What follows belongs to an exercise in optimizing a design on an open flow for small area, a short achievable clock period and few clock cycles; a production flow would make more cautious choices.
In this exercise RTL edits were held to simulation tests only and were not proved equivalent to the original.
Power and IR drop assume default switching activity.

### design/flow/config.mk
export PLATFORM = sky130hd
export DESIGN_NAME = balboa_codec
export DESIGN_NICKNAME = balboa_codec
export VERILOG_FILES = /design/flow/design.v
export SDC_FILE = /design/flow/constraint.sdc
export NUM_CORES = 4
export LEC_CHECK = 0
export CAP_MARGIN = 20
export CORE_MARGIN = 2
export CORE_UTILIZATION = 40
export CTS_CLUSTER_DIAMETER = 80
export CTS_CLUSTER_SIZE = 22
export PLACE_DENSITY = 0.6
export SETUP_SLACK_MARGIN = 2.0
export SLEW_MARGIN = 20
### design/flow/constraint.sdc
create_clock -name core_clock -period 8.0 [get_ports {clk}]
set_input_delay 1.6000 -clock core_clock [delete_from_list [all_inputs] [get_ports {clk}]]
set_output_delay 1.6000 -clock core_clock [all_outputs]
set_load 0.01 [all_outputs]
### design/flow/design.v
module balboa_codec (
    input  wire       clk,
    input  wire       rst,
    input  wire       cmd_valid,
    output wire       cmd_ready,
    input  wire [3:0] cmd_op,
    input  wire [8:0] cmd_s,
    input  wire [8:0] cmd_n,
    input  wire [7:0] cmd_e,
    input  wire       cmd_d,
    input  wire [4:0] cmd_r,
    input  wire [7:0] cmd_o,
    input  wire [2:0] cmd_b,
    input  wire [3:0] cmd_w,
    input  wire [7:0] cmd_lid,
    output wire       done,
    output wire [2:0] st,
    output wire [7:0] ck,
    output wire       ckok,
    output wire [7:0] lid,
    input  wire       host_we,
    input  wire [7:0] host_addr,
    input  wire [7:0] host_wdata,
    output wire [7:0] host_rdata
);
    localparam FB_SIZE = 71;
    localparam PB_SIZE = 64;
    localparam NFR     = 32;
    localparam PB_PAR  = 24;    
    localparam ST_OK    = 3'd0;
    localparam ST_FRAME = 3'd1;
    localparam ST_CSUM  = 3'd2;
    localparam ST_SIZE  = 3'd3;
    localparam ST_UNK   = 3'd4;
    localparam ST_AMB   = 3'd5;
    localparam ST_ILL   = 3'd6;
    localparam OP_CK_COMPUTE = 4'd1;
    localparam OP_CK_VERIFY  = 4'd2;
    localparam OP_REG_LOOKUP = 4'd3;
    localparam OP_FRAME_ENC  = 4'd4;
    localparam OP_FRAME_DEC  = 4'd5;
    localparam OP_FLD_GET    = 4'd6;
    localparam OP_FLD_PUT    = 4'd7;
    localparam OP_PACK       = 4'd8;
    localparam OP_UNPACK     = 4'd9;
    localparam OP_MSG_DEC    = 4'd10;
    localparam M_CK    = 3'd0;    
    localparam M_DCMP  = 3'd1;    
    localparam M_DLAST = 3'd2;    
    localparam M_COPY  = 3'd3;    
    localparam M_ENC   = 3'd4;    
    localparam M_GET   = 3'd5;    
    localparam M_PUT1  = 3'd6;    
    localparam M_PUT2  = 3'd7;    
    function [7:0] crc_step;
        input [7:0] c_in;
        input [7:0] x;
        integer k;
        reg [7:0] c;
        begin
            c = c_in ^ x;
            for (k = 0; k < 8; k = k + 1)
                c = c[0] ? ((c >> 1) ^ 8'h8C) : (c >> 1);
            crc_step = c;
        end
    endfunction
    function [9:0] lookup;
        input [7:0] t0, t1, t2;
        input       d;
        begin
            lookup = {2'd1, 8'hFF};
            if (t0 == 8'h0A && t1 == 8'hBF) begin
                case (t2)
                    8'h04: lookup = {2'd0, 8'd0};
                    8'h11: lookup = {2'd0, 8'd1};
                    8'h20: lookup = {2'd0, 8'd2};
                    8'h21: lookup = {2'd0, 8'd3};
                    8'h22: lookup = {2'd2, 8'hFF};
                    8'h23: lookup = {2'd0, d ? 8'd12 : 8'd6};
                    8'h27: lookup = {2'd0, 8'd7};
                    8'h92: lookup = {2'd0, 8'd8};
                    8'h24: lookup = {2'd0, 8'd13};
                    8'h28: lookup = {2'd0, 8'd14};
                    8'h2E: lookup = {2'd0, 8'd15};
                    8'h94: lookup = {2'd0, 8'd16};
                    default: ;
                endcase
            end else if (t0 == 8'h10 && t1 == 8'hBF && t2 == 8'h06)
                lookup = {2'd0, 8'd9};
            else if (t0 == 8'hFF && t1 == 8'hAF && t2 == 8'h13)
                lookup = {2'd0, 8'd10};
            else if (t0 == 8'hFF && t1 == 8'hAF && t2 == 8'h26)
                lookup = {2'd0, 8'd11};
        end
    endfunction
    function [30:0] row_info;
        input [4:0] l;
        begin
            case (l)
                5'd0:  row_info = {1'b0, 6'd0,  24'h0ABF04};
                5'd1:  row_info = {1'b1, 6'd2,  24'h0ABF11};
                5'd2:  row_info = {1'b1, 6'd1,  24'h0ABF20};
                5'd3:  row_info = {1'b1, 6'd2,  24'h0ABF21};
                5'd4:  row_info = {1'b1, 6'd3,  24'h0ABF22};
                5'd5:  row_info = {1'b1, 6'd3,  24'h0ABF22};
                5'd6:  row_info = {1'b0, 6'd0,  24'h0ABF23};
                5'd7:  row_info = {1'b1, 6'd2,  24'h0ABF27};
                5'd8:  row_info = {1'b0, 6'd0,  24'h0ABF92};
                5'd9:  row_info = {1'b0, 6'd0,  24'h10BF06};
                5'd10: row_info = {1'b1, 6'd24, 24'hFFAF13};
                5'd11: row_info = {1'b0, 6'd0,  24'hFFAF26};
                5'd12: row_info = {1'b0, 6'd0,  24'h0ABF23};
                5'd13: row_info = {1'b0, 6'd0,  24'h0ABF24};
                5'd14: row_info = {1'b0, 6'd0,  24'h0ABF28};
                5'd15: row_info = {1'b0, 6'd0,  24'h0ABF2E};
                default: row_info = {1'b0, 6'd0, 24'h0ABF94};
            endcase
        end
    endfunction
    function [7:0] fld_mask;
        input [3:0] w;
        begin
            fld_mask = (w >= 4'd8) ? 8'hFF : ((8'h01 << w) - 8'h01);
        end
    endfunction
    reg [8*FB_SIZE-1:0] fb;
    reg [8*PB_SIZE-1:0] pb;
    reg [8*NFR-1:0]     fr;
    reg [7:0] type0, type1, type2;
    reg [6:0] flen;
    reg [6:0] plen;
    reg [7:0] ck_r;
    reg       ckok_r;
    reg [2:0] st_r;
    reg [7:0] lid_r;
    reg [6:0] pv;
    reg [7:0] r0, r0h1, r0h2;      
    reg [7:0] r1, r1h1, r1h2;      
    reg       lastE;               
    reg       busy;
    reg       done_r;
    reg [2:0] mode;
    reg [7:0] ra;                  
    reg [7:0] wa;                  
    reg [6:0] cnt;
    reg [7:0] tmp;
    reg       okf;
    reg       ver_r;               
    reg       msg_r;               
    reg       dec_r;               
    reg       d_r;
    reg [7:0] e_r;
    reg [2:0] b_r;
    reg [3:0] w_r;
    assign cmd_ready = ~busy;
    assign done      = done_r;
    assign st        = st_r;
    assign ck        = ck_r;
    assign ckok      = ckok_r;
    assign lid       = lid_r;
    wire accept = cmd_valid & ~busy;
    integer i;
    wire [7:0] rd_addr = busy ? ra : host_addr;
    reg  [7:0] rdata;
    always @* begin
        rdata = 8'h00;
        if (rd_addr[7] == 1'b0) begin
            if (rd_addr[6:0] < FB_SIZE) rdata = fb[{rd_addr[6:0], 3'b000} +: 8];
        end else if (rd_addr[6] == 1'b0)
            rdata = pb[{rd_addr[5:0], 3'b000} +: 8];
        else if (rd_addr[5] == 1'b0)
            rdata = fr[{rd_addr[4:0], 3'b000} +: 8];
        else case (rd_addr[4:0])
            5'h00: rdata = type0;
            5'h01: rdata = type1;
            5'h02: rdata = type2;
            5'h03: rdata = {1'b0, flen};
            5'h04: rdata = {1'b0, plen};
            5'h05: rdata = ck_r;
            5'h06: rdata = {7'b0, ckok_r};
            5'h07: rdata = {5'b0, st_r};
            5'h08: rdata = lid_r;
            default: rdata = 8'h00;
        endcase
    end
    assign host_rdata = rdata;
    reg  [7:0] rdq;
    reg        rv;                 
    always @(posedge clk) rdq <= rdata;
    wire [7:0] fb0 = fb[7:0];
    wire [7:0] fb1 = fb[15:8];
    wire [7:0] fb2 = fb[23:16];
    wire [7:0] fb3 = fb[31:24];
    wire [7:0] fb4 = fb[39:32];
    wire [7:0] fb5 = fb[47:40];
    wire [7:0] fb6 = fb[55:48];
    wire [7:0] fb7 = fb[63:56];
    wire [7:0] pb0 = pb[7:0];
    wire [7:0] pb1 = pb[15:8];
    wire [7:0] pb2 = pb[23:16];
    wire [7:0] fr0 = fr[7:0];
    wire [7:0] fr1 = fr[15:8];
    wire [7:0] fr2 = fr[23:16];
    wire op_ck   = (cmd_op == OP_CK_COMPUTE) | (cmd_op == OP_CK_VERIFY);
    wire op_dec  = (cmd_op == OP_FRAME_DEC) | (cmd_op == OP_MSG_DEC);
    wire [9:0] ck_end  = {1'b0, cmd_s} + {1'b0, cmd_n};
    wire       ck_bad  = ck_end > {3'b0, flen};
    wire       ck_s01  = (cmd_s[8:1] == 8'd0);
    wire [8:0] pv9     = {2'b0, pv};
    wire       e_at0   = ck_end[8:0] == pv9;
    wire       e_at1   = ck_end[8:0] + 9'd1 == pv9;
    wire       e_at2   = ck_end[8:0] + 9'd2 == pv9;
    wire       ck_nz   = (cmd_n == 9'd0);
    wire       ck_fast = ck_nz | ((pv != 7'd0) & ck_s01 & (e_at0 | e_at1 | e_at2));
    reg  [7:0] ck_sel;
    always @* begin
        if (ck_nz) ck_sel = 8'h00;
        else if (cmd_s[0] == 1'b0) ck_sel = e_at0 ? r0 : e_at1 ? r0h1 : r0h2;
        else                       ck_sel = e_at0 ? r1 : e_at1 ? r1h1 : r1h2;
    end
    wire [8:0] dec_len  = {1'b0, fb1} + 9'd3;
    wire       dec_bad0 = (flen < 7'd7) | (fb0 != 8'h7E) | (dec_len != {2'b0, flen});
    wire       dec_fast = (pv == flen);               
    wire       dec_bad1 = dec_fast & ~lastE;          
    wire       dec_ok_f = (r1h1 == 8'h00);            
    wire       fld_bad  = ({1'b0, cmd_o} >= {2'b0, plen}) | (cmd_w == 4'd0) | (cmd_w > 4'd8) |
                          ({2'b0, cmd_b} + {1'b0, cmd_w} > 5'd8);
    wire       cur_msg  = busy ? msg_r : (cmd_op == OP_MSG_DEC);
    wire       cur_d    = busy ? d_r : cmd_d;
    wire [6:0] dec_n    = flen - 7'd7;
    wire       lk_frame = busy | op_dec;
    wire [9:0] lk       = lookup(lk_frame ? fb2 : type0, lk_frame ? fb3 : type1,
                                 lk_frame ? fb4 : type2, cur_d);
    wire [1:0] lk_res   = lk[9:8];
    wire [7:0] lk_lid   = lk[7:0];
    wire [4:0]  ul       = lk_frame ? lk_lid[4:0] : cmd_lid[4:0];
    wire [30:0] ul_info  = row_info(ul);
    wire        ul_hasz  = ul_info[30];
    wire [5:0]  ul_size  = ul_info[29:24];
    wire [6:0]  ul_plen  = lk_frame ? dec_n : plen;
    wire        ul_szbad = ul_hasz & ({1'b0, ul_size} != ul_plen);
    wire        lid_bad  = (cmd_lid > 8'd16);
    wire [7:0]  us0      = lk_frame ? fb5 : pb0;
    wire [7:0]  us1      = lk_frame ? fb6 : pb1;
    wire [7:0]  us2      = lk_frame ? fb7 : pb2;
    reg        wb_we;
    reg  [7:0] wb_addr;
    reg  [7:0] wb_data;
    wire [7:0] fmask   = fld_mask(w_r);
    wire [7:0] fld_get = (rdata >> b_r) & fmask;    
    wire [7:0] fld_put = (rdq & ~(fmask << b_r)) | ((tmp & fmask) << b_r);
    always @* begin
        wb_we   = 1'b0;
        wb_addr = wa;
        wb_data = rdq;
        if (!busy) begin
            if (cmd_valid) begin
                wb_we   = (cmd_op == OP_FRAME_ENC);
                wb_addr = {1'b0, plen} + 8'd6;
                wb_data = 8'h7E;
            end else begin
                wb_we   = host_we;
                wb_addr = host_addr;
                wb_data = host_wdata;
            end
        end else begin
            case (mode)
                M_COPY: wb_we = rv;
                M_ENC: begin
                    wb_we = 1'b1;
                    if (cnt == 7'd1) wb_data = r1;        
                    else if (!rv)    wb_data = pb0;       
                end
                M_GET: begin wb_we = 1'b1; wb_data = fld_get; end
                M_PUT2: begin wb_we = 1'b1; wb_data = fld_put; end
                default: ;
            endcase
        end
    end
    wire wb_fb = wb_we & (wb_addr[7] == 1'b0) & (wb_addr[6:0] < FB_SIZE);
    wire wb_pb = wb_we & (wb_addr[7:6] == 2'b10);
    wire wb_fr = wb_we & (wb_addr[7:5] == 3'b110);
    wire wb_rg = wb_we & (wb_addr[7:5] == 3'b111);
    wire [7:0] step0 = crc_step((wb_addr[6:0] == 7'd0) ? 8'h00 : r0, wb_data);
    wire [7:0] step1 = crc_step(r1, wb_data);
    wire [7:0] tstep = crc_step(tmp, rdq);
    wire       enc_acc = accept & (cmd_op == OP_FRAME_ENC);
    wire [7:0] enc_len = {1'b0, plen} + 8'd4;
    wire [7:0] hdr_c1  = crc_step(crc_step(crc_step(crc_step(8'h00, enc_len), type0), type1), type2);
    wire [7:0] hdr_k0  = crc_step(crc_step(crc_step(crc_step(crc_step(8'h00, 8'h7E), 8'h00), 8'h00), 8'h00), 8'h00);
    wire [7:0] hdr_c0  = hdr_c1 ^ hdr_k0;
    wire dec_commit_acc = accept & op_dec & ~dec_bad0 & dec_fast & ~dec_bad1 & dec_ok_f;
    wire dec_commit_bsy = busy & (mode == M_DLAST) & (rdq == 8'h7E) & okf;
    wire dec_commit     = dec_commit_acc | dec_commit_bsy;
    wire [7:0] dec_ck   = busy ? tmp : r1h2;
    wire       copy_more = (dec_n > PB_PAR);
    wire do_pack   = accept & (cmd_op == OP_PACK) & ~lid_bad;
    wire do_unpack = (accept & (cmd_op == OP_UNPACK) & ~lid_bad & ~ul_szbad) |
                     (dec_commit & cur_msg & (lk_res == 2'd0) & ~ul_szbad);
    always @(posedge clk) begin
        for (i = 0; i < FB_SIZE; i = i + 1)
            if (wb_fb && wb_addr[6:0] == i) fb[8*i +: 8] <= wb_data;
        for (i = 0; i < PB_SIZE; i = i + 1)
            if (wb_pb && wb_addr[5:0] == i) pb[8*i +: 8] <= wb_data;
        for (i = 0; i < NFR; i = i + 1)
            if (wb_fr && wb_addr[4:0] == i) fr[8*i +: 8] <= wb_data;
        if (wb_rg) begin
            case (wb_addr[4:0])
                5'h00: type0 <= wb_data;
                5'h01: type1 <= wb_data;
                5'h02: type2 <= wb_data;
                default: ;
            endcase
        end
        if (enc_acc) begin
            fb[7:0]   <= 8'h7E;
            fb[15:8]  <= enc_len;
            fb[23:16] <= type0;
            fb[31:24] <= type1;
            fb[39:32] <= type2;
        end
        if (dec_commit) begin
            type0 <= fb2;
            type1 <= fb3;
            type2 <= fb4;
            for (i = 0; i < PB_PAR; i = i + 1)
                if (i < dec_n) pb[8*i +: 8] <= fb[8*(i+5) +: 8];
        end
        if (do_pack) begin
            type0 <= ul_info[23:16];
            type1 <= ul_info[15:8];
            type2 <= ul_info[7:0];
            case (ul)
                5'd1: begin pb[7:0] <= fr0; pb[15:8] <= 8'h00; end
                5'd2: begin pb[7:0] <= fr0; end
                5'd3: begin pb[7:0] <= {fr1[0], fr0[6:0]}; pb[15:8] <= fr2; end
                5'd4, 5'd5: begin pb[7:0] <= fr0; pb[15:8] <= fr1; pb[23:16] <= fr2; end
                5'd7: begin pb[7:0] <= 8'h01; pb[15:8] <= fr0; end
                default: ;
            endcase
        end
        if (do_unpack) begin
            case (ul)
                5'd1, 5'd2: fr[7:0] <= us0;
                5'd3: begin
                    fr[7:0]   <= {1'b0, us0[6:0]};
                    fr[15:8]  <= {7'b0, us0[7]};
                    fr[23:16] <= us1;
                end
                5'd4, 5'd5: begin fr[7:0] <= us0; fr[15:8] <= us1; fr[23:16] <= us2; end
                5'd7: fr[7:0] <= us1;
                default: ;
            endcase
        end
        if (accept) begin
            d_r   <= cmd_d;
            e_r   <= cmd_e;
            b_r   <= cmd_b;
            w_r   <= cmd_w;
            ver_r <= (cmd_op == OP_CK_VERIFY);
            msg_r <= (cmd_op == OP_MSG_DEC);
            dec_r <= op_dec;
            tmp   <= 8'h00;
            rv    <= 1'b0;
            case (cmd_op)
                OP_CK_COMPUTE, OP_CK_VERIFY: begin
                    mode <= M_CK;
                    ra   <= {1'b0, cmd_s[6:0]};
                    cnt  <= cmd_n[6:0];
                end
                OP_FRAME_DEC, OP_MSG_DEC: begin
                    mode <= M_CK;
                    ra   <= 8'd1;
                    cnt  <= flen - 7'd3;
                end
                OP_FRAME_ENC: begin
                    mode <= M_ENC;
                    ra   <= 8'h81;           
                    wa   <= 8'd5;
                    cnt  <= plen + 7'd1;
                end
                OP_FLD_GET: begin
                    mode <= M_GET;
                    ra   <= {2'b10, cmd_o[5:0]};
                    wa   <= {3'b110, cmd_r};
                end
                default: begin               
                    mode <= M_PUT1;
                    ra   <= {3'b110, cmd_r};
                    wa   <= {2'b10, cmd_o[5:0]};
                end
            endcase
        end else if (busy) begin
            rv <= 1'b1;
            case (mode)
                M_CK: begin
                    ra <= ra + 8'd1;
                    if (rv) begin
                        tmp <= tstep;
                        cnt <= cnt - 7'd1;
                        if (cnt == 7'd1) mode <= M_DCMP;
                    end
                end
                M_DCMP: begin
                    okf  <= (rdq == tmp);
                    ra   <= ra + 8'd1;
                    mode <= M_DLAST;
                end
                M_COPY: begin
                    ra <= ra + 8'd1;
                    if (rv) begin
                        wa  <= wa + 8'd1;
                        cnt <= cnt - 7'd1;
                    end
                end
                M_ENC: begin
                    ra  <= ra + 8'd1;
                    wa  <= wa + 8'd1;
                    cnt <= cnt - 7'd1;
                end
                M_PUT1: begin
                    if (!rv) ra <= wa;
                    else begin
                        tmp  <= rdq;
                        mode <= M_PUT2;
                    end
                end
                default: ;
            endcase
        end
        if (dec_commit) begin
            rv   <= 1'b0;
            mode <= M_COPY;
            ra   <= 8'd5 + PB_PAR;
            wa   <= 8'h80 + PB_PAR;
            cnt  <= dec_n - PB_PAR;
        end
        if (rst) begin
            pv     <= 7'd0;
            busy   <= 1'b0;
            done_r <= 1'b0;
            st_r   <= ST_OK;
            ckok_r <= 1'b0;
            ck_r   <= 8'h00;
            lid_r  <= 8'hFF;
            flen   <= 7'd0;
            plen   <= 7'd0;
        end else begin
            if (enc_acc) begin
                r0 <= hdr_c0;
                r1 <= hdr_c1;
                pv <= 7'd5;
            end else if (busy && mode == M_ENC && cnt == 7'd1) begin
                pv <= 7'd0;          
            end else if (wb_fb) begin
                if (wb_addr[6:0] == 7'd0 || wb_addr[6:0] == pv) begin
                    lastE <= (wb_data == 8'h7E);
                    r0    <= step0;
                    r0h1  <= r0;
                    r0h2  <= r0h1;
                    r1    <= step1;
                    r1h1  <= r1;
                    r1h2  <= r1h1;
                    pv    <= pv + 7'd1;
                    if (wb_addr[6:0] == 7'd0) begin
                        r0h1 <= 8'h00;
                        r1   <= 8'h00;
                        pv   <= 7'd1;
                    end
                end else if (wb_addr[6:0] < pv)
                    pv <= 7'd0;
            end
            if (wb_rg && wb_addr[4:0] == 5'h03 && wb_data <= FB_SIZE) flen <= wb_data[6:0];
            if (wb_rg && wb_addr[4:0] == 5'h04 && wb_data <= PB_SIZE) plen <= wb_data[6:0];
            done_r <= 1'b0;
            if (accept) begin
                busy <= 1'b1;
                case (cmd_op)
                OP_CK_COMPUTE, OP_CK_VERIFY: begin
                    if (ck_bad) begin
                        st_r <= ST_ILL; busy <= 1'b0; done_r <= 1'b1;
                    end else if (ck_fast) begin
                        ck_r <= ck_sel;
                        if (cmd_op == OP_CK_VERIFY) ckok_r <= (ck_sel == cmd_e);
                        st_r <= ST_OK; busy <= 1'b0; done_r <= 1'b1;
                    end
                end
                OP_REG_LOOKUP: begin
                    lid_r <= lk_lid;
                    st_r  <= (lk_res == 2'd0) ? ST_OK : (lk_res == 2'd1) ? ST_UNK : ST_AMB;
                    busy <= 1'b0; done_r <= 1'b1;
                end
                OP_FRAME_ENC: ;
                OP_FRAME_DEC, OP_MSG_DEC: begin
                    if (dec_bad0 | dec_bad1) begin
                        st_r <= ST_FRAME; busy <= 1'b0; done_r <= 1'b1;
                    end else if (dec_fast & ~dec_ok_f) begin
                        ck_r <= r1h2; ckok_r <= 1'b0; st_r <= ST_CSUM; busy <= 1'b0; done_r <= 1'b1;
                    end
                end
                OP_FLD_GET, OP_FLD_PUT: begin
                    if (fld_bad) begin
                        st_r <= ST_ILL; busy <= 1'b0; done_r <= 1'b1;
                    end
                end
                OP_PACK: begin
                    if (lid_bad) st_r <= ST_ILL;
                    else begin
                        if (ul_hasz) plen <= {1'b0, ul_size};
                        st_r <= ST_OK;
                    end
                    busy <= 1'b0; done_r <= 1'b1;
                end
                OP_UNPACK: begin
                    st_r <= lid_bad ? ST_ILL : ul_szbad ? ST_SIZE : ST_OK;
                    busy <= 1'b0; done_r <= 1'b1;
                end
                default: begin
                    st_r <= ST_ILL; busy <= 1'b0; done_r <= 1'b1;
                end
                endcase
            end else if (busy) begin
                case (mode)
                M_CK: if (rv && cnt == 7'd1 && !dec_r) begin
                    ck_r <= tstep;
                    if (ver_r) ckok_r <= (tstep == e_r);
                    st_r <= ST_OK; busy <= 1'b0; done_r <= 1'b1;
                end
                M_DLAST: begin
                    if (rdq != 8'h7E) begin
                        st_r <= ST_FRAME; busy <= 1'b0; done_r <= 1'b1;
                    end else if (!okf) begin
                        ck_r <= tmp; ckok_r <= 1'b0; st_r <= ST_CSUM; busy <= 1'b0; done_r <= 1'b1;
                    end
                end
                M_COPY: if (rv && cnt == 7'd1) begin
                    busy <= 1'b0; done_r <= 1'b1;
                end
                M_ENC: if (cnt == 7'd1) begin
                    ck_r <= r1;
                    flen <= plen + 7'd7;
                    st_r <= ST_OK; busy <= 1'b0; done_r <= 1'b1;
                end
                M_GET: begin
                    st_r <= ST_OK; busy <= 1'b0; done_r <= 1'b1;
                end
                M_PUT2: begin
                    st_r <= ST_OK; busy <= 1'b0; done_r <= 1'b1;
                end
                default: ;
                endcase
            end
            if (dec_commit) begin
                plen   <= dec_n;
                ck_r   <= dec_ck;
                ckok_r <= 1'b1;
                if (cur_msg) begin
                    lid_r <= lk_lid;
                    st_r  <= (lk_res == 2'd1) ? ST_UNK : (lk_res == 2'd2) ? ST_AMB :
                             ul_szbad ? ST_SIZE : ST_OK;
                end else
                    st_r  <= ST_OK;
                busy   <= copy_more;
                done_r <= ~copy_more;
            end
        end
    end
endmodule
### design/flow/run.sh
#!/bin/bash
# synth_recipe.tcl (not shown) runs the flow's synth.tcl, then flattens the netlist and writes it again
# the make line also repeats each setting of config.mk as NAME=value (left out here)
make -C /OpenROAD-flow-scripts/flow DESIGN_CONFIG=/design/flow/config.mk WORK_HOME=/design/flow/orfs CLKGATE_MAP_FILE= SYNTH_SCRIPT=/design/flow/synth_recipe.tcl finish
==> results of run 1 <==
-- worst max-delay path, delay by kind of cell --
| kind | cells | cell delay [ps] |
|---|---|---|
| and+or+nand+nor | 3 | 2570 |
| buffers and inverters | 3 | 1730 |
| AOI/OAI and AO/OA | 2 | 580 |
-- worst max path at each step --
stage | from | endpoint | slack, ps | depth (start not counted)
global placement | host_addr[0] | host_rdata[0] | -530 | 12
CTS | host_addr[0] | host_rdata[0] | 1970 | 14
floorplan | host_addr[1] | fb[104] | 1970 | 18
global route | cmd_valid | fr[197] | 1960 | 8
detailed placement | host_addr[0] | host_rdata[0] | 220 | 13
finish | cmd_valid | fr[213] | 1850 | 8
-- cell usage in the layout, fill, tap and decap left out, drive strengths merged, types with 21 or more instances in the layout --
master and n:
edfxtp 1212, a21oi 692, nand2 656, nor2 573
buf 541, o21ai 394, dfxtp 303, mux2i 267
o22ai 258, a21o 177, xnor2 164, nand3 162
clkbuf 126, inv 111, clkdlybuf4s50 86, nor4 85
nor3 77, nand4 74, ha 64, xor2 64
o211ai 61, mux4 55, a211oi 46, mux2 39
a31oi 38, a41oi 38, o21a 37, nor2b 36
and2 28, or3 27, nand2b 26, or2 26
and3 24, o221ai 24, o41ai 24, clkinv 24
a221oi 21
-- layer usage --
metal	vias to the layer above	global-route usage	part of all wire
met4	20	0.213	0.074
met2	4451	0.504	0.42
li1	25900	-	-
met1	31300	0.463	0.39
met5	-	0.000520	0.00037
met3	987	0.0816	0.12
-- final cells by class --
type,count,area share
multi-input combinational,4604,0.354
tap,2464,0.0359
sequential,1515,0.494
clock inverter,48,0.00744
antenna,9,0.000262
clock buffer,121,0.0285
timing repair buffer,648,0.0755
inverter,98,0.00444
-- logic make-up after synthesis --
kind of cell               Yosys count  synth area share
AOI/OAI and AO/OA                 2043             0.173
xor gates and xnor gates           235            0.0297
adders and majority gates           66            0.0114
buffers and inverters              596            0.0350
DFF                               1515             0.574
muxes                              357            0.0587
and+or+nand+nor                   1895             0.118
-- repair_timing --
action,in CTS,in global routing
setup endpoints to repair,1381,105
gates cloned,18,1
buffers inserted,95,13
hold buffers,0,0
pin swaps,50,42
gates resized for setup,271,70
-- power breakdown --
part / internal [mW] / total, mW / switching, mW
sequential: 8.73 / 9.02 / 0.285
clock: 2.44 / 5.44 / 3.00
combinational: 1.18 / 3.34 / 2.16
total: 12.4 / 17.8 / 5.44
==> flow_summary.ini, run 1 <==
[sta]
timing.hold.ws_ps = 444
tightest_slew_ps = 1180
skew_ps = 57.7
relSlewSlack = 0.210
setup_viol = 0
hold_viol = 0
setup_ws_ps = 1850
max_freq_mhz = 163
rsz0062_at_grt = yes
post-route-period-util = 0.769
drv_slew = 0
min_period_ps = 6150
setup_tns_ps = 0

[finish]
layout.area.seq_mm2 = 0.0425
top_register = fb
fin_nets = 7105
multi_input_area_mm2 = 0.0304
final.fill_count = 16900
area_growth_pct = 16.2
final_core_util = 0.469
largest_reg_flops = 568
top_regs = fb: 568 flops, pb: 512 flops, fr: 256 flops
fin_area_mm2 = 0.0860
drive_above_1_share = 0.151
instances_no_fill = 9507

[detailed_routing]
ant_nets = 0
num_vias = 62600
wl_per_cell_um = 35.1
drt-vias-per-instance = 6.59
drt_iter0_markers = 9835
drc = 0
drt_pass1_iterations = 7
wl_mm = 334

[worst_setup_path]
slowest_delay_ps = 1160
regToRegStartpoint = ra[0]
cp.required_ps = 8390
r2r_cells = 18
critPathCaptureType = register
critPathKind = in2reg
cpMostUsedCell = nor2_1
path_max_fanout = 16
reg2reg_to = plen[1]
slowest_stage = nor2_1
path_cells = clkdlybuf4s50_1 > buf_4 > a311oi_1 > a21oi_1 > inv_2 > nor2_1 > nand4_1 > nor2_1
cp_data_arrival_time_ps = 6550
reg2reg_slack_ps = 2290
crit_path_start_kind = input pin

[floorplan]
dieArea_mm2 = 0.188
initial_core_util = 0.403
die_x_um = 434
fp-row-count = 157
die_height_um = 434
ios = 109
design.core.area_mm2 = 0.183

[power]
ir_drop_v = 0.000174
power.leakage_nw = 29.4
p_per_area_mw_per_mm2 = 207
fin_total_pwr_mw = 17.8

[clocking]
clock_latency_ps = 800
cts_tree = built
htree_levels = 3
path_clk_slew_ps = 90
clkSinkCount = 1515
clockBufferDepth = 3
cts-root-buf = clkbuf_16
cts_buffers = 93

[place]
pre_cts_slack_ps = 217
gp_congestion = 1.02
placed_area_mm2 = 0.0800
numPortBuffers = 108
dp_hpwl_mm = 228
dpl.cell_count = 9202

[grt]
grt_pass1_vias = 57300
track_usage = 0.345
antenna_found_initial = 17
grt_max_degree = 81
grt_pass1_wl_mm = 459
gr-total-overflow = 0

[logic_synthesis]
synthTopCellsByArea = edfxtp_1, dfxtp_1, a21oi_1
synth_area_leader_cell = edfxtp_1
mappedNetlistArea_mm2 = 0.0740
synth-seq-area-share = 0.574
netlist_top_cells_count = edfxtp_1, a21oi_1, nand2_1
ys.flop_type = edfxtp_1
synth_fp_nets = 6852
synthDistinctLibCells = 112
yosysWarnings = 1
async_flop_share = 0
synthCells = 6707
synth_top_area_frac = 0.492
avgSynthCellArea_um2 = 11.0
synth_edf_count = 1212
synth_seq_cells = 1515
yosysMostFrequentCell = edfxtp_1

[outcome]
run_status = complete, no violations

[worst_hold_path]
hold_end = r0h2[4]
min_from = r0h1[4]
hp-class = reg2reg
hold_depth = 0

[job]
maxCapViolations = 0
Testbench counts, summed over its fixed seeds: cycles 17,902.
==> run 2, diff against run 1 <==
--- a/design/flow/config.mk
+++ b/design/flow/config.mk
@@ -5,11 +5,11 @@
 export SDC_FILE = /design/flow/constraint.sdc
 export NUM_CORES = 4
 export LEC_CHECK = 0
-export CAP_MARGIN = 20
+export CAP_MARGIN = 10
 export CORE_MARGIN = 2
 export CORE_UTILIZATION = 40
 export CTS_CLUSTER_DIAMETER = 80
 export CTS_CLUSTER_SIZE = 22
 export PLACE_DENSITY = 0.6
 export SETUP_SLACK_MARGIN = 2.0
-export SLEW_MARGIN = 20
+export SLEW_MARGIN = 10
==> run 2 against run 1 <==
Still clean on timing, DRC and antenna. Sequential cell count unchanged. Via count decreased by 0.72%. Maximum frequency increased by 0.35%. Hold slack got worse by 2.7 ps. Die area unchanged. Clock power increased by 2%. Synthesized cell count unchanged. First-iteration DRC count increased by 3.1%. Critical path depth unchanged. Sequential share of layout area increased by 0.055 points. Cell area decreased by 0.11%. Sequential power about the same. Critical path type unchanged.
==> flow_summary.ini, run 2 <==
[worst_hold_path]
hp-class = reg2reg
min_from = fb[170]
hold_end = pb[130]
hold_depth = 2

[place]
pre_cts_slack_ps = 201
dpl.cell_count = 9202
dp_hpwl_mm = 228
gp_congestion = 1.02
numPortBuffers = 108

[worst_setup_path]
regToRegStartpoint = busy
cp.depth = 8
cpMostUsedCell = nor2_1
path_cells = clkdlybuf4s50_1 > buf_4 > a311oi_1 > a21oi_1 > inv_2 > nor2_1 > nand4_1 > nor2_1
r2r_cells = 23
critPathBufInv = 3
reg2reg_to = fr[22]
cp.required_ps = 8370
reg2reg_slack_ps = 2090
critPathCaptureType = register
critPathTopFamily = simple AND/OR/NAND/NOR gates
path_max_fanout = 16
cp_data_arrival_time_ps = 6500
critPathKind = in2reg
slowest_delay_ps = 1310
crit_path_start_kind = input pin
slowest_stage = nor2_1

[finish]
instances_no_fill = 9501
fin_nets = 7100
largest_reg_flops = 568
drive_above_1_share = 0.148
final_common_cell = edfxtp_1
area_growth_pct = 16.1
top_register = fb
top_regs = fb: 568 flops, pb: 512 flops, fr: 256 flops
final_cell_mix = edfxtp_1, a21oi_1, nand2_1

[detailed_routing]
num_vias = 62200
drt_pass1_iterations = 9
drc = 0
wl_per_cell_um = 35.0
ant_nets = 0
drt_iter0_markers = 10100
drt-vias-per-instance = 6.54
wl_mm = 333

[sta]
hold_viol = 0
rsz0062_at_grt = yes
setup_viol = 0
max_freq_mhz = 163
setup_ws_ps = 1870
min_period_ps = 6130
post-route-period-util = 0.766
skew_ps = 73.4
tightest_slew_ps = 1300
drv_slew = 0
relSlewSlack = 0.127

[logic_synthesis]
synth-seq-area-share = 0.574
synth_edf_count = 1212
netlist_top_cells_count = edfxtp_1, a21oi_1, nand2_1
ys.flop_type = edfxtp_1
synth_area_leader_cell = edfxtp_1
mappedNetlistArea_mm2 = 0.0740
avgSynthCellArea_um2 = 11.0
synth_fp_nets = 6852
synth_seq_cells = 1515
synth_top_area_frac = 0.492
yosysMostFrequentCell = edfxtp_1
synthDistinctLibCells = 112
async_flop_share = 0
synthCells = 6707
synthTopCellsByArea = edfxtp_1, dfxtp_1, a21oi_1
yosysWarnings = 1

[grt]
grt_pass1_wl_mm = 457
grt_pass1_vias = 57200
grt_max_degree = 81
antenna_found_initial = 13
gr-total-overflow = 0
track_usage = 0.344

[outcome]
run_status = complete, no violations

[clocking]
clockBufferDepth = 3
cts_buffers = 95
cts_tree = built
path_clk_slew_ps = 90
htree_levels = 3
cts_hold_buffers = 0
clock_latency_ps = 800
clkSinkCount = 1515
cts-root-buf = clkbuf_16

[floorplan]
die_height_um = 434
design.core.area_mm2 = 0.183
initial_core_util = 0.403
fp-row-count = 157
dieArea_mm2 = 0.188
die_x_um = 434
ios = 109

[job]
maxCapViolations = 0

[power]
p_per_area_mw_per_mm2 = 208
power.leakage_nw = 29.4
ir_drop_v = 0.000187
==> run 2: cell counts after synthesis <==
No cell type changed its count.
==> run 2: through the flow <==
| stage | utilization | area (um2) | hold slack, ps | total power, mW | setup TNS (ps) |
|---|---|---|---|---|---|
| after floorplan | - | 74200 | 418 | 10.7 | 0 |
| after global placement | 0.436 | 80000 | 424 | 12.1 | -56700 |
| after detailed placement | 0.436 | 80000 | 429 | 12.1 | 0 |
| after CTS | 0.466 | 85400 | 449 | 17.7 | 0 |
| after global routing | 0.468 | 85900 | 463 | 18.3 | 0 |
| final | 0.468 | 85900 | 442 | 17.9 | 0 |
==> run 2: layout make-up <==
class	instances	area, um2
Multi-Input combinational cell	4604	30300
Timing Repair Buffer	641	6390
Clock inverter	52	737
Inverter	98	382
Fill cell	16800	97600
Tap cell	2464	3080
Antenna cell	11	27.5
Sequential cell	1515	42500
Clock buffer	116	2520
==> run 2: worst max path at each step <==
stage                 start            end  slack (ps)
2_1_floorplan  host_addr[1]        fb[104]        1970
3_3_place_gp   host_addr[0]  host_rdata[0]        -530
3_5_place_dp   host_addr[0]  host_rdata[1]         200
4_1_cts        host_addr[0]  host_rdata[1]        1960
5_1_grt            cmd_s[0]         ckok_r        1890
6_report          cmd_valid        fr[173]        1870
==> run 2: worst reg2reg max path, cell delays in order (launching register included) <==
cell,delay [ps]
dfxtp_4,430
buf_4,270
buf_12,200
buf_6,200
clkinv_1,320
buf_4,330
a311oi_1,330
a21oi_2,140
and3b_1,350
o41ai_4,140
buf_4,170
or4_1,570
mux2i_4,220
buf_4,260
nor3_2,70
buf_4,190
a41o_1,270
buf_12,160
o41a_1,270
or3_4,500
buf_4,170
a21oi_1,170
a21oi_1,60
o21ai_0,70
==> run 2: power by group <==
| group | internal, mW | switching [mW] |
|---|---|---|
| Sequential | 8.73 | 0.286 |
| Clock | 2.53 | 3.03 |
| Combinational | 1.17 | 2.15 |
==> run 2: cells by family (layout without fill, tap and decap cells) <==
kind of cell,after synthesis,in the layout,share of synthesized area
AO/OA/AOI/OAI,2043,2043,0.173
XOR/XNOR,235,235,0.0297
other,0,11,0
flip-flops,1515,1515,0.574
AND/OR/NAND/NOR,1895,1899,0.118
buffers and inverters,596,907,0.0350
multiplexers,357,361,0.0587
adder cells (fa/ha/maj),66,66,0.0114
==> run 2: metal layers <==
layer,share of wire,GRT usage
met2,0.42,0.505
met5,0.00030,0
met1,0.39,0.463
met4,0.075,0.205
met3,0.12,0.0812
==> run 2: timing repair <==
| action | CTS | global route |
|---|---|---|
| hold endpoints to repair | 0 | 0 |
| pin swaps | 45 | 37 |
| cloned | 17 | 0 |
| gates resized for setup | 254 | 91 |
| setup buffers | 91 | 12 |
| setup endpoints to repair | 1386 | 99 |

## separate check: timing with driven ports
How much do the figures lean on ideal ports? The routed layouts below were timed once more, with nothing changed but the port constraints. Step 1 (the two cells are an assumption about what drives the block):
set clk [get_ports {clk}]
set_driving_cell -lib_cell sky130_fd_sc_hd__clkbuf_16 $clk
set_driving_cell -lib_cell sky130_fd_sc_hd__buf_2 [delete_from_list [all_inputs] $clk]
Step 2 moves the port delays by t, midway between the first and last clock arrival at a register: inputs arrive t later, outputs are due t later. That takes back most of the time a late clock gives input paths. a / b / c = ideal ports / drivers / drivers and shift; a / b = the first two.
run	t, ns	setup WS [ns]	worst register clock-pin slew, ns
run 1	0.857	1.850 / 1.750 / 1.049	0.10 / 0.10
run 2	0.861	1.871 / 1.824 / 1.070	0.10 / 0.10
After both steps every run listed still meets setup and hold.
